This is an optimization exercise on Yosys and OpenROAD, whose aim is small area, not a production implementation.
Only simulation tests tie the RTL to the original design; equivalence was not proved.
Power figures rest on the tool's default switching activity, not on a simulated workload.

// kojisan_sau
module kojisan_sau (
    input  wire        clk,
    input  wire        rst,           
    input  wire        host_we,
    input  wire [2:0]  host_addr,
    input  wire [31:0] host_wdata,
    output reg  [31:0] host_rdata,
    output wire        irq,
    output wire        bus_req,
    output reg  [2:0]  bus_op,
    output reg  [7:0]  bus_wdata,
    output wire        bus_mack,
    input  wire        bus_ans,
    input  wire [1:0]  bus_ans_code,
    input  wire [7:0]  bus_rdata
);
    localparam [3:0] S_W_START   = 4'd1,
                     S_W_ADDR    = 4'd2,
                     S_W_CMD     = 4'd3,
                     S_W_PAYLOAD = 4'd4,
                     S_W_STOP    = 4'd5,
                     S_WAIT      = 4'd6,
                     S_R_START   = 4'd7,
                     S_R_ADDR_W  = 4'd8,
                     S_R_REG     = 4'd9,
                     S_R_RSTART  = 4'd10,
                     S_R_ADDR_R  = 4'd11,
                     S_R_DATA    = 4'd12,
                     S_R_STOP    = 4'd13,
                     S_CHECK     = 4'd14;
    reg        ie;
    reg [6:0]  addr;
    reg        busy, done, err;
    reg [3:0]  seq;         
    reg [2:0]  idx;         
    reg        abort;       
    reg        t_fail;
    reg [7:0]  crc;         
    reg [31:0] tr;          
    reg [29:0] hr;          
    reg        cy_t, cy_h, c_t, c_h;
    function [7:0] crc8b;
        input [7:0] c0, b;
        reg   [7:0] c;
        integer     i;
        begin
            c = c0 ^ b;
            for (i = 0; i < 8; i = i + 1)
                c = c[7] ? ((c << 1) ^ 8'h31) : (c << 1);
            crc8b = c;
        end
    endfunction
    wire        first_byte = (idx == 3'd0) || (idx == 3'd3);
    wire [7:0]  crc_next   = crc8b(first_byte ? 8'hFF : crc, bus_rdata);
    wire        h_bad      = (crc != 8'd0);
  ...
For scale: ~540 cells after synthesis, ~95 I/O pins, about 5200 um2 of cells after synthesis.
==> flow/config.mk <==
export PLATFORM = sky130hd
export DESIGN_NAME = kojisan_sau
export DESIGN_NICKNAME = kojisan_sau
export VERILOG_FILES = /design/flow/design.v
export SDC_FILE = /design/flow/constraint.sdc
export NUM_CORES = 4
export LEC_CHECK = 0
export CAP_MARGIN = 20
export CORE_MARGIN = 2
export CORE_UTILIZATION = 40
export CTS_BUF_LIST = sky130_fd_sc_hd__clkbuf_16
export CTS_CLUSTER_DIAMETER = 500
export CTS_CLUSTER_SIZE = 32
export SLEW_MARGIN = 20
==> flow/constraint.sdc <==
create_clock -name core_clock -period 500.0 [get_ports {clk}]
set_input_delay 100.0000 -clock core_clock [delete_from_list [all_inputs] [get_ports {clk}]]
set_output_delay 100.0000 -clock core_clock [all_outputs]
set_load 0.01 [all_outputs]
standard.sh (not shown) runs the stock make flow with config.mk's settings and CLKGATE_MAP_FILE= SYNTH_SCRIPT=/design/flow/synth_recipe.tcl, a recipe that flattens the netlist after the stock synthesis.
==> flow/flow/run.sh <==
#!/bin/bash
# Standard ORFS layout, except that the port buffers are the smallest buffer cell (buf_1)
# instead of the cell buffer_ports picks by default. Every port still gets its own buffer.
set -euo pipefail
cd "$(dirname "$0")/.."
export BUFFER_PORTS_ARGS="-buffer_cell sky130_fd_sc_hd__buf_1"
bash standard.sh > standard_flow.log 2>&1
Then changed:
==> flow/flow/run.sh (replaced) <==
#!/bin/bash
# The standard layout (standard.sh) with two changes:
#  - synthesis is the standard flow's own script, except that ABC maps the combinational
#    logic with an area-oriented script (flow/area.abc) instead of ORFS's
#    delay-oriented one; registers are mapped before ABC, so they are the
#    standard synthesis's registers;
#  - every port still gets its own buffer, but it is the smallest buffer cell.
# Each tool's full output goes to the ORFS logs under orfs/logs; the make output
# goes to standard_flow.log.
set -euo pipefail
cd "$(dirname "$0")/.."
W=$PWD
{
  echo 'proc abc {args} {'
  echo '  set i [lsearch $args -script]'
  echo "  if {\$i >= 0} { lset args [expr {\$i+1}] $W/flow/area.abc }"
  echo '  yosys abc {*}$args'
  echo '}'
  cat synth_recipe.tcl
} > area_synth.tcl
export BUFFER_PORTS_ARGS="-buffer_cell sky130_fd_sc_hd__buf_1"
bash standard.sh SYNTH_SCRIPT="$W/area_synth.tcl" finish > standard_flow.log 2>&1
==> flow/flow/area.abc (new file) <==
strash
dc2
dch
amap
Settings changed: CTS_BUF_LIST sky130_fd_sc_hd__clkbuf_16 to sky130_fd_sc_hd__clkbuf_8, CTS_CLUSTER_DIAMETER 500 to not set, CTS_CLUSTER_SIZE 32 to not set.
The changed run ran to the end with no violations.
Setup slack degrades by 0.34 ns.
Sequential power came out higher by about 1%.
Cell area falls by 4.5%.
Total power is lower by 1.9%.
Sequential cell count does not change.

==> afterwards: timing with drivers on the ports <==
No port has a modelled driver above. Below, the same layouts with a new extraction and two added sets of constraints. Step 1: set_driving_cell puts a clkbuf_16 on clk and a buf_2 on each other input, an assumption about the parent block. Step 2 times the ports against the registers' clock, not the clock port: input delays grow and output delays shrink by t, the midpoint of the rising clock arrivals with the driver on. a / b / c = ideal ports / drivers / drivers and shift; a / b = the first two.
| run | t, ns | setup slack, ns | latest minus earliest clock arrival (ns) |
|---|---|---|---|
| the first run | 0.395 | 298.387 / 298.351 / 298.351 | 0.010 / 0.011 |
| the second run | 0.411 | 298.043 / 298.013 / 298.013 | 0.017 / 0.017 |
After both steps setup and hold are still met in every run listed. The setup slack of the first run, which loses most, moves by -0.036 ns with the drivers and by -0.036 ns with both steps.
